This design comes from an exercise in tuning for small area, a short achievable clock period and few clock cycles per item on the open sky130 flow, not from production work.
The RTL was checked by simulation tests, not by an equivalence proof against the original design.
Power and IR drop assume default switching activity.

== alpha ==
## oi1_codec
module oi1_codec (
    input  wire        clk,
    input  wire        rst,
    input  wire        cmd_valid,
    output wire        cmd_ready,
    input  wire [7:0]  cmd_op,
    input  wire [15:0] cmd_len,
    input  wire        in_valid,
    output wire        in_ready,
    input  wire [7:0]  in_data,
    output wire        out_valid,
    input  wire        out_ready,
    output wire [7:0]  out_data,
    output wire        rsp_valid,
    output wire [3:0]  rsp_status,
    output wire [1:0]  rsp_version,
    output wire        rsp_verified,
    output wire [31:0] rsp_crc,
    output wire [31:0] rsp_expected,
    output wire [7:0]  rsp_err_char,
    output wire [15:0] rsp_err_pos,
    output wire        rsp_is_valid,
    output wire [1:0]  rsp_reason,
    output wire [6:0]  rsp_quality,
    output wire [2:0]  rsp_issues
);
  localparam [7:0] OP_CRC    = 8'h02;
  localparam [7:0] OP_ENCODE = 8'h07;
  localparam [7:0] OP_DECODE = 8'h08;
  localparam [7:0] OP_VALID  = 8'h0A;
  localparam [7:0] OP_QUAL   = 8'h0B;
  localparam [3:0] ST_OK         = 4'd0;
  localparam [3:0] ST_FORMAT     = 4'd2;
  localparam [3:0] ST_VALIDATION = 4'd3;
  localparam [3:0] ST_DECODING   = 4'd4;
  localparam [3:0] ST_INTEGRITY  = 4'd5;
  localparam [3:0] ST_BADCMD     = 4'd7;
  localparam [7:0] SYM_O  = 8'h4F;   
  localparam [7:0] SYM_0  = 8'h30;   
  localparam [7:0] SYM_I  = 8'h49;   
  ...
clock: 13.0 ns
lec_check: 0
cap_margin: 20
core_margin: 2
core_utilization: 40
slew_margin: 20
synth_memory_max_bits: 16384
run.sh (not shown) runs the stock make flow with config.mk's settings and CLKGATE_MAP_FILE= SYNTH_SCRIPT=/design/flow/synth_recipe.tcl, a recipe that flattens the netlist after the stock synthesis.
Testbench counts of alpha, summed over its fixed seeds: cycles 20,311, items 13,868.
Input changes introduced in gamma (baseline for comparison: alpha):
==> flow/flow/run.sh (new file) <==
#!/bin/bash
# Own layout flow: the standard synthesis unchanged, then the standard layout with a
# larger setup-slack margin, so that ORFS's timing repair keeps working on paths well below the
# clock period. Each step's full output goes to a log file of its own in this folder.
set -euo pipefail
bash standard.sh synth > synth.log 2>&1
bash standard.sh SETUP_SLACK_MARGIN=8.5 finish > layout.log 2>&1
==> flow/standard.sh (new file) <==
#!/bin/bash
# synth_recipe.tcl (not shown) runs the flow's synth.tcl, then flattens the netlist and writes it again
# the make line also repeats each setting of config.mk as NAME=value (left out here)
make -C /OpenROAD-flow-scripts/flow DESIGN_CONFIG=/design/flow/config.mk WORK_HOME=/design/flow/orfs CLKGATE_MAP_FILE= SYNTH_SCRIPT=/design/flow/synth_recipe.tcl "${@:-finish}"
removed: flow/run.sh
--- outcome ---
Global-route track usage on met2: alpha and gamma compared, lower one is gamma. In the reports for alpha and gamma, the smaller routed wire length belongs to gamma. Summary of the comparison: number of antenna cells inserted is higher in gamma, relative to alpha. Compared with alpha, post-route cell area in gamma increased slightly. Summary of gamma over alpha: post-placement cell count held steady; clock skew has remained practically unchanged; combinational power saw an increase; worst-case setup slack after placement went down 0.063 ns.

== build 7 ==
oi1_codec, a different RTL version from the one above (not shown whole).
Size: ~330 flip-flops, about 160 I/O pins, about 0.020 sq mm of cells after synthesis.
export LEC_CHECK = 0
export CAP_MARGIN = 20
export CORE_MARGIN = 2
export CORE_UTILIZATION = 40
export SLEW_MARGIN = 20
export SYNTH_MEMORY_MAX_BITS = 16384
create_clock -name core_clock -period 13.0 [get_ports {clk}]
standard.sh (not shown) runs the stock make flow with config.mk's settings and CLKGATE_MAP_FILE= SYNTH_SCRIPT=/design/flow/synth_recipe.tcl, a recipe that flattens the netlist after the stock synthesis.
==> flow/flow/run.sh <==
#!/bin/bash
# Own layout flow: the standard synthesis unchanged, then the standard layout with a
# larger setup-slack margin, so that ORFS's timing repair keeps working on paths well below the
# clock period. Each step's full output goes to a log file of its own in this folder.
set -euo pipefail
bash standard.sh synth > synth.log 2>&1
bash standard.sh SETUP_SLACK_MARGIN=9.3 TNS_END_PERCENT=10 SLEW_MARGIN=10 CAP_MARGIN=10 CTS_CLUSTER_SIZE=30 CTS_CLUSTER_DIAMETER=80 finish > layout.log 2>&1
Testbench counts of build 7, summed over its fixed seeds: cycles 20,327, items 13,868.
Edits applied to the flow inputs when going from build 7 to build 41:
-- flow/flow/run.sh --
<<< build 7, line 7
bash standard.sh SETUP_SLACK_MARGIN=9.3 TNS_END_PERCENT=10 SLEW_MARGIN=10 CAP_MARGIN=10 CTS_CLUSTER_SIZE=30 CTS_CLUSTER_DIAMETER=80 finish > layout.log 2>&1
>>> build 41, line 7
bash standard.sh SETUP_SLACK_MARGIN=9.3 TNS_END_PERCENT=10 SLEW_MARGIN=10 CAP_MARGIN=10 CORE_UTILIZATION=55 finish > layout.log 2>&1
Findings:
- Taking build 7 as the reference, in build 41 cell area after layout went up, clock network fraction of design power moved up.
- Compared with build 7, post-route total power in build 41 increased by more than 10%.
- Total buffers and inverters traversed by the critical path came out exactly the same in build 7 and build 41.
- Looking only at non-clock buffer count in the final layout, and setting everything else aside, the higher value of build 7 and build 41 goes to build 7.
- For build 7, the launch point of the critical path was x[1], unlike build 41, where it was x[12].
- On maximum clock frequency, build 7 tracks build 41 almost exactly.
Input changes introduced in build 68 (baseline for comparison: build 41):
-- flow/flow/run.sh --
<<< build 41, line 7
bash standard.sh SETUP_SLACK_MARGIN=9.3 TNS_END_PERCENT=10 SLEW_MARGIN=10 CAP_MARGIN=10 CORE_UTILIZATION=55 finish > layout.log 2>&1
>>> build 68, line 7
bash standard.sh SETUP_SLACK_MARGIN=9.3 TNS_END_PERCENT=10 SLEW_MARGIN=10 CAP_MARGIN=10 CTS_CLUSTER_SIZE=25 CTS_CLUSTER_DIAMETER=60 finish > layout.log 2>&1
[summary]
Build 68 vs build 41 — height of the die rose 17%. Build 41 was smaller in final cell area than build 68. Total wire length after detailed routing delta for build 68 relative to build 41: 4.2% higher. Compared with build 41, build 68 shows a lower maximum vdd drop. Compared build 68 against build 41; largest clock skew in the final design within noise. On clock-pin slew on the worst setup and hold paths, build 41 and build 68 are basically level. Compared to build 41, build 68 has share of total power in the clock network 1.3 points lower. Diff build 41 -> build 68 | total placed cells including tap cells | up by a little under 10%. The run showing the greater initial antenna violation count is build 41. [compare] base=build 41 new=build 68: relative slew slack grew by 2.5 points, highest attainable clock frequency up 0.67%.

[re-timing with driven ports]
How much do the figures lean on ideal ports? The routed layouts below were timed once more, with nothing changed but the port constraints.
Step 1 assumes that a clkbuf_16 drives the clock port and a buf_2 every other input.
Step 2, shift: input delay + t, output delay - t, t = (earliest + latest rising clock arrival at the registers) / 2. This alone moves slack from input paths to output paths.
Slacks: ideal ports / drivers / drivers and shift; pairs: ideal ports / drivers.
run	shift t [ns]	slack for setup (ns)	hold slack, ns
alpha	0.635	7.713 / 7.713 / 7.713	0.449 / 0.449 / 0.449
gamma	0.619	8.593 / 8.538 / 8.178	0.448 / 0.448 / 0.448
build 7	0.613	9.150 / 9.096 / 8.586	0.461 / 0.461 / 0.461
build 41	0.615	9.149 / 9.092 / 8.666	0.456 / 0.456 / 0.456
build 68	0.599	9.174 / 9.119 / 8.654	0.455 / 0.455 / 0.455
After both steps every run listed still meets setup and hold. For build 7, which loses most, drivers alone change the setup slack by -0.054 ns; drivers and shift together by -0.564 ns.
